Context: an optimization exercise on an open-source flow, tuned for a short achievable clock period and few clock cycles. The choices shown serve that exercise and are no tape-out recipe.
Function was checked by simulation only, so behaviour that the tests miss may differ from the original.
Power and IR drop assume default switching activity.

==> design/flow/design.v <==
module acb_stream (
    input  wire        clk,
    input  wire        rst,
    input  wire        start,
    input  wire [1:0]  op,
    input  wire [15:0] arg0,
    input  wire [12:0] in_len,
    output reg         done,
    output reg  [12:0] out_len,
    output reg  [12:0] in_pos,
    output reg  [2:0]  err_code,
    output reg  [15:0] err_info,
    output wire [11:0] in_addr,
    input  wire [7:0]  in_rdata,
    output wire [11:0] out_raddr,
    input  wire [7:0]  out_rdata,
    output wire        out_we,
    output wire [11:0] out_waddr,
    output wire [7:0]  out_wdata
);
    localparam [12:0] BUF_CAP = 13'd4096;
    localparam [1:0] OP_RLE0_COMPRESS   = 2'd0;
    localparam [1:0] OP_RLE0_DECOMPRESS = 2'd1;
    localparam [1:0] OP_PYR_MATCHDEC    = 2'd2;
    localparam [2:0] E_NONE       = 3'd0;
    localparam [2:0] E_INVALIDARG = 3'd1;
    localparam [2:0] E_ILLEGAL    = 3'd2;
    localparam [2:0] E_UNEXPEND   = 3'd3;
    localparam [2:0] E_DATA       = 3'd4;
    localparam [2:0] E_CAPACITY   = 3'd5;
    localparam [4:0] S_IDLE     = 5'd0,
                     S_C_FETCH  = 5'd1,
                     S_C_DATA   = 5'd2,
                     S_C_PAIR0  = 5'd3,
                     S_C_PAIR1  = 5'd4,
                     S_C_LIT    = 5'd5,
                     S_D_FETCH  = 5'd6,
                     S_D_DATA   = 5'd7,
                     S_D_CFETCH = 5'd8,
                     S_D_CDATA  = 5'd9,
                     S_D_ZERO   = 5'd10,
                     S_M_FLAG   = 5'd11,
                     S_M_FLAGD  = 5'd12,
                     S_M_UNIT   = 5'd13,
                     S_M_LITD   = 5'd14,
                     S_M_M1     = 5'd15,
                     S_M_M2     = 5'd16,
                     S_M_CRD    = 5'd17,
                     S_M_CWR    = 5'd18;
    reg [4:0]  state;
    reg [12:0] len;         
    reg [12:0] target;      
    reg [12:0] ip;          
    reg [8:0]  zrun;        
    reg        lit_pend;    
    reg [7:0]  lit;         
    reg [8:0]  cnt;         
    reg [7:0]  flags;       
    reg [3:0]  unit;        
    reg [7:0]  first;       
    reg [11:0] moff;        
    wire [11:0] m_off = {first[7:4], in_rdata};
    wire [4:0]  m_len = {1'b0, first[3:0]} + 5'd3;
    reg        app;
    reg [7:0]  app_byte;
    always @(*) begin
        app = 1'b0;
        app_byte = 8'h00;
        case (state)
            S_C_DATA:  begin app = (in_rdata != 8'h00) && (zrun == 9'd0); app_byte = in_rdata; end
            S_C_PAIR0: begin app = 1'b1; app_byte = 8'h00; end
            S_C_PAIR1: begin app = 1'b1; app_byte = zrun[7:0] - 8'd1; end
            S_C_LIT:   begin app = 1'b1; app_byte = lit; end
            S_D_DATA:  begin app = (in_rdata != 8'h00); app_byte = in_rdata; end
            S_D_ZERO:  begin app = 1'b1; app_byte = 8'h00; end
            S_M_LITD:  begin app = 1'b1; app_byte = in_rdata; end
            S_M_CWR:   begin app = 1'b1; app_byte = out_rdata; end
            default:   ;
        endcase
    end
    wire full = (out_len == BUF_CAP);
    assign out_we    = app && !full;
    assign out_waddr = out_len[11:0];
    assign out_wdata = app_byte;
    assign in_addr   = (state == S_M_M1) ? ip[11:0] + 12'd1 : ip[11:0];
    assign out_raddr = out_len[11:0] - moff;
    always @(posedge clk) begin
        if (rst) begin
            state    <= S_IDLE;
            done     <= 1'b0;
            out_len  <= 13'd0;
            in_pos   <= 13'd0;
            err_code <= E_NONE;
            err_info <= 16'd0;
            len      <= 13'd0;
            target   <= 13'd0;
            ip       <= 13'd0;
            zrun     <= 9'd0;
            lit_pend <= 1'b0;
            lit      <= 8'd0;
            cnt      <= 9'd0;
            flags    <= 8'd0;
            unit     <= 4'd0;
            first    <= 8'd0;
            moff     <= 12'd0;
        end else begin
            done <= 1'b0;
            if (app) begin
                if (full) begin
                    state    <= S_IDLE;
                    done     <= 1'b1;
                    err_code <= E_CAPACITY;
                    err_info <= {3'd0, BUF_CAP};
                end else begin
                    out_len <= out_len + 13'd1;
                end
            end
            case (state)
                S_IDLE: begin
                    if (start) begin
                        len      <= in_len;
                        target   <= arg0[12:0];
                        ip       <= 13'd0;
                        out_len  <= 13'd0;
                        in_pos   <= 13'd0;
                        err_code <= E_NONE;
                        err_info <= 16'd0;
                        zrun     <= 9'd0;
                        lit_pend <= 1'b0;
                        case (op)
                            OP_RLE0_COMPRESS:   state <= S_C_FETCH;
                            OP_RLE0_DECOMPRESS: state <= S_D_FETCH;
                            OP_PYR_MATCHDEC: begin
                                if (arg0 > {3'd0, BUF_CAP}) begin
                                    done     <= 1'b1;
                                    err_code <= E_INVALIDARG;
                                    err_info <= arg0;
                                end else begin
                                    state <= S_M_FLAG;
                                end
                            end
                            default: begin
                                done     <= 1'b1;
                                err_code <= E_ILLEGAL;
                                err_info <= {14'd0, op};
                            end
                        endcase
                    end
                end
                S_C_FETCH: begin
                    if (ip == len) begin
                        if (zrun != 9'd0) begin
                            state <= S_C_PAIR0;
                        end else begin
                            state  <= S_IDLE;
                            done   <= 1'b1;
                            in_pos <= ip;
                        end
                    end else begin
                        state <= S_C_DATA;
                    end
                end
                S_C_DATA: begin
                    ip <= ip + 13'd1;
                    if (in_rdata != 8'h00) begin
                        if (zrun != 9'd0) begin
                            lit      <= in_rdata;
                            lit_pend <= 1'b1;
                            state    <= S_C_PAIR0;
                        end else if (!full) begin
                            state <= S_C_FETCH;
                        end
                    end else begin
                        zrun <= zrun + 9'd1;
                        if (zrun == 9'd255)
                            state <= S_C_PAIR0;
                        else
                            state <= S_C_FETCH;
                    end
                end
                S_C_PAIR0: begin
                    if (!full) state <= S_C_PAIR1;
                end
                S_C_PAIR1: begin
                    if (!full) begin
                        zrun <= 9'd0;
                        if (lit_pend) begin
                            lit_pend <= 1'b0;
                            state    <= S_C_LIT;
                        end else begin
                            state <= S_C_FETCH;
                        end
                    end
                end
                S_C_LIT: begin
                    if (!full) state <= S_C_FETCH;
                end
                S_D_FETCH: begin
                    if (ip == len) begin
                        state  <= S_IDLE;
                        done   <= 1'b1;
                        in_pos <= ip;
                    end else begin
                        state <= S_D_DATA;
                    end
                end
                S_D_DATA: begin
                    ip <= ip + 13'd1;
                    if (in_rdata == 8'h00)
                        state <= S_D_CFETCH;
                    else if (!full)
                        state <= S_D_FETCH;
                end
                S_D_CFETCH: begin
                    if (ip == len) begin
                        state    <= S_IDLE;
                        done     <= 1'b1;
                        err_code <= E_UNEXPEND;
                        err_info <= {3'd0, ip};
                    end else begin
                        state <= S_D_CDATA;
                    end
                end
                S_D_CDATA: begin
                    ip    <= ip + 13'd1;
                    cnt   <= {1'b0, in_rdata};
                    state <= S_D_ZERO;
                end
                S_D_ZERO: begin
                    if (!full) begin
                        cnt <= cnt - 9'd1;
                        if (cnt == 9'd0) state <= S_D_FETCH;
                    end
                end
                S_M_FLAG: begin
                    if (out_len >= target) begin
                        state  <= S_IDLE;
                        done   <= 1'b1;
                        in_pos <= ip;
                    end else if (ip == len) begin
                        state    <= S_IDLE;
                        done     <= 1'b1;
                        err_code <= E_UNEXPEND;
                        err_info <= {3'd0, ip};
                    end else begin
                        state <= S_M_FLAGD;
                    end
                end
                S_M_FLAGD: begin
                    ip    <= ip + 13'd1;
                    flags <= in_rdata;
                    unit  <= 4'd0;
                    state <= S_M_UNIT;
                end
                S_M_UNIT: begin
                    if (unit == 4'd8) begin
                        state <= S_M_FLAG;
                    end else if (out_len >= target) begin
                        state  <= S_IDLE;
                        done   <= 1'b1;
                        in_pos <= ip;
                    end else if (flags[7]) begin
                        if (ip == len) begin
                            state    <= S_IDLE;
                            done     <= 1'b1;
                            err_code <= E_UNEXPEND;
                            err_info <= {3'd0, ip};
                        end else begin
                            state <= S_M_LITD;
                        end
                    end else begin
                        if (ip + 13'd2 > len) begin
                            state    <= S_IDLE;
                            done     <= 1'b1;
                            err_code <= E_UNEXPEND;
                            err_info <= {3'd0, ip};
                        end else begin
                            state <= S_M_M1;
                        end
                    end
                end
                S_M_LITD: begin
                    ip    <= ip + 13'd1;
                    flags <= {flags[6:0], 1'b0};
                    unit  <= unit + 4'd1;
                    state <= S_M_UNIT;
                end
                S_M_M1: begin
                    first <= in_rdata;
                    state <= S_M_M2;
                end
                S_M_M2: begin
                    if (m_off == 12'd0 || {1'b0, m_off} > out_len ||
                        out_len + {8'd0, m_len} > target) begin
                        state    <= S_IDLE;
                        done     <= 1'b1;
                        err_code <= E_DATA;
                        err_info <= {3'd0, ip};
                    end else begin
                        ip    <= ip + 13'd2;
                        moff  <= m_off;
                        cnt   <= {4'd0, m_len};
                        state <= S_M_CRD;
                    end
                end
                S_M_CRD: begin
                    state <= S_M_CWR;
                end
                S_M_CWR: begin
                    cnt <= cnt - 9'd1;
                    if (cnt == 9'd1) begin
                        flags <= {flags[6:0], 1'b0};
                        unit  <= unit + 4'd1;
                        state <= S_M_UNIT;
                    end else begin
                        state <= S_M_CRD;
                    end
                end
                default: state <= S_IDLE;
            endcase
        end
    end
endmodule
==> design/flow/run.sh <==
#!/bin/bash
# synth_recipe.tcl (not shown) runs the flow's synth.tcl, then flattens the netlist and writes it again
# the make line also repeats each setting of config.mk as NAME=value (left out here)
make -C /OpenROAD-flow-scripts/flow DESIGN_CONFIG=/design/flow/config.mk WORK_HOME=/design/flow/orfs CLKGATE_MAP_FILE= SYNTH_SCRIPT=/design/flow/synth_recipe.tcl finish
==> design/flow/config.mk <==
export PLATFORM = sky130hd
export DESIGN_NAME = acb_stream
export DESIGN_NICKNAME = acb_stream
export VERILOG_FILES = /design/flow/design.v
export SDC_FILE = /design/flow/constraint.sdc
export NUM_CORES = 4
export LEC_CHECK = 0
export CAP_MARGIN = 20
export CORE_MARGIN = 2
export CORE_UTILIZATION = 40
export SLEW_MARGIN = 20
==> design/flow/constraint.sdc <==
create_clock -name core_clock -period 10.0 [get_ports {clk}]
set_input_delay 2.0000 -clock core_clock [delete_from_list [all_inputs] [get_ports {clk}]]
set_output_delay 2.0000 -clock core_clock [all_outputs]
set_load 0.01 [all_outputs]
==> flow_summary.json <==
{
  "slowest_delay_ns": 0.64,
  "hold_viol": 0,
  "synth_commonest_cells": "nand2_1 (168), dfxtp_1 (149), nor2_1 (144), a21oi_1 (123), o21ai_0 (87)",
  "die_w_microns": 167,
  "synth_cells": 1399,
  "worstSetupStartpointType": "input port",
  "place.gp.congestion": 0.921,
  "diodes": 0,
  "nets": 1604,
  "worstMarginPinSlew_ns": 1.12,
  "synth_top_flop_cell": "dfxtp_1",
  "antenna_found_initial": 0,
  "wl_mm": 33.2,
  "wire_per_inst_microns": 18.2,
  "clockRootBuffer": "clkbuf_16",
  "maxCapViolCount": 0,
  "p_switching_w": 0.000524,
  "synth_area_leaders": "dfxtp_1 (28%), ha_1 (9.5%), nand2_1 (6.0%)",
  "cts_hold_buf": 0,
  "critPathMostFrequentCell": "clkdlybuf4s50_1",
  "ys_seq_area_share_pct": 28.2,
  "num_rows": 59,
  "rr_worst_depth": 17,
  "hold_depth": 2,
  "p_int_w": 0.00114,
  "ant_nets": 0,
  "clkPwrFrac_pct": 39.5,
  "cts_resized": 0,
  "dr.pass1.iters": 6,
  "yosysUniqueCellTypes": 79,
  "dp_hpwl_mm": 24.6,
  "switching_share_pct": 31.4,
  "grt_pass1_vias": 10060,
  "start_util_pct": 40.6,
  "synthToLayoutAreaGrowth_pct": 19.5,
  "core-area_sq_mm": 0.0260,
  "cp.required_ns": 8.00,
  "clockBufferDepth": 2,
  "drtIter0Drc": 942,
  "grt_overflow": 0,
  "yosys_warnings": 1,
  "whs_ns": 0.455,
  "p_leak_nw": 4.63,
  "fin_ws_ns": 3.46,
  "die_area_sq_mm": 0.0277,
  "cts.sinks": 149,
  "synth.most_common_cell": "nand2_1",
  "die_y_microns": 167,
  "hp-class": "reg2reg",
  "path_class": "in2out",
  "worstPathArrival_ns": 4.54,
  "async_flop_share_pct": 0,
  "p_per_area_mw_per_mm2": 132,
  "worstPathCellList": "clkdlybuf4s50_1 -> nor4_1 -> nand2_1 -> a211oi_2 -> nor2_1 -> clkdlybuf4s50_1",
  "grt_max_degree": 64,
  "grt_usage_pct": 23.6,
  "cts_buffers": 17,
  "min_period_over_period_pct": 65.4,
  "fin_crit_ns": 6.54,
  "fin_cells": 1819,
  "endpoint_kind": "primary output",
  "rsz0062_at_grt": "false",
  "cts_setup_buffers": 0,
  "reg2reg_slack_ns": 4.68,
  "clock_insertion_delay_worst_skew_ns": 0.43,
  "ys_ff_latch": 149,
  "numPlacedInstances": 1788,
  "yosys.area.top_type": "dfxtp_1",
  "status": "timing/DRC/antenna clean",
  "combPwrFrac_pct": 22.2,
  "clk_pin_slew_ns": 0.07,
  "setup_viol": 0,
  "synth_edf_count": 0,
  "dp_slack_ns": 3.48,
  "portBuffers": 140,
  "worst_slew_margin_rel_pct": 25.0,
  "p_seq_share_pct": 38.4,
  "top_level_ports": 141,
  "syn_area_sq_mm": 0.0106,
  "drive_gt1_share_pct": 4.11,
  "totalPowerFinal_w": 0.00167,
  "via_count": 10530,
  "synth_nets": 1531,
  "peakVddDrop_uv": 97.3,
  "finalSetupTns_ns": 0,
  "worstPathMaxFanout": 8,
  "synth_top_area_share_pct": 28.2,
  "drc": 0,
  "slowest_stage": "clkdlybuf4s50_1",
  "fin_skew_ns": 0.0122,
  "vias_per_cell": 5.79,
  "fmax_ghz": 0.153,
  "grt_pass1_wl_mm": 53.8,
  "slew_viol_final": 0,
  "cts_max_level": 4,
  "avgSynthCellArea_sq_um": 7.55,
  "cts_tree": "yes"
}
worst paths after layout:
path	startpoint	end
setup reg to reg	out_len[1]$_SDFF_PP0_	err_info[3]$_SDFF_PP0_
hold reg to reg	target[10]$_SDFFE_PP0P_	target[10]$_SDFFE_PP0P_
hold / removal	target[10]$_SDFFE_PP0P_	target[10]$_SDFFE_PP0P_
setup / recovery	in_rdata[6]	out_we
through the flow:
| step | area [sq um] | utilization (%) |
|---|---|---|
| 3_5_place_dp | 12000 | 46.3 |
| 5_1_grt | 12600 | 48.6 |
| 6_report | 12600 | 48.6 |
| 4_1_cts | 12600 | 48.5 |
| 3_3_place_gp | 12000 | 46.3 |
| 2_1_floorplan | 10600 | - |
cell families after synthesis:
group | count (synthesis) | synth area share, %
simple gates | 515 | 22.8
compound gates | 367 | 22.1
mux | 37 | 3.52
flops | 149 | 28.2
buf+inv | 169 | 6.78
xor+xnor | 80 | 6.70
fa+ha+maj | 82 | 9.86
final cells by class:
class / instances / area [sq um]
inverters: 76 / 285
clock inverters: 13 / 160
well taps: 335 / 419
flip-flops and latches: 149 / 2980
fillers: 2610 / 13400
multi-input cells: 1081 / 6890
clock buffers: 18 / 429
repair buffers: 147 / 1450
state kept, by name (all words and copies together) (netlist names):
name	cells
in_pos	13
lit	8
done	1
target	13
len	13
err_info	16
first	8
lit_pend	1
state	5
err_code	3
zrun	9
moff	12
out_len	13
ip	13
unit	4
cnt	9
flags	8
power groups by stage:
stage / sequential [W] / combinational [W] / clock [W]
final: 0.000639 / 0.000370 / 0.000658
after floorplan: 0.000638 / 0.000247 / 0
after global placement: 0.000651 / 0.000363 / 0
after CTS: 0.000639 / 0.000367 / 0.000671
after detailed placement: 0.000652 / 0.000365 / 0
after global routing: 0.000642 / 0.000409 / 0.000692
placed cells by master, fill, tap and decap left out, types with 12 or more instances in the layout:
master / n
and3_1: 12
nand3_1: 64
nand2_1: 168
nor2_1: 144
nor3_1: 26
nor2b_1: 16
xor2_1: 23
a22oi_1: 21
clkdlybuf4s50_1: 139
ha_1: 80
dfxtp_1: 149
mux2i_1: 36
a211oi_1: 29
a21oi_1: 123
o21ai_0: 86
a32o_1: 14
nand4_1: 18
xnor2_1: 56
inv_1: 76
clkbuf_16: 17
nor4_1: 15
a21o_1: 16
worst max-delay path: cells and delay by family:
family,cells,cell delay [ns]
AOI/OAI and AO/OA,1,0.46
and+or+nand+nor,3,0.90
buffers and inverters,2,1.16
per-layer routing:
layer  up-vias  global-route usage, %  routed length [microns]
li1       5129                      -                        -
met1      4994                   32.8                    15300
met2       365                   38.7                    15300
met3        42                   3.73                     2150
met4         0                   5.21                      458
met5         -                      0                        0
Testbench counts, summed over its fixed seeds: cycles 412,874.

static timing again, ports no longer ideal:
No port has a modelled driver above. Below, the same layout with a new extraction and two added sets of constraints.
Step 1 sets driving cells, clkbuf_16 on the clock port and buf_2 on the other inputs (assumed; they add their load-dependent delay and slew).
Step 2 times the ports against the registers' clock, not the clock port: input delays grow and output delays shrink by t, the midpoint of the rising clock arrivals with the driver on.
a / b / c = no drivers / after step 1 / after step 2; a / b = the first two.
t, ns: 0.466
slack for setup (ns): 3.458 / 3.435 / 3.435
hold slack, ns: 0.455 / 0.455 / 0.455
After both steps setup and hold are still met in this run. For this run, drivers alone change the setup slack by -0.023 ns; drivers and shift together by -0.023 ns.
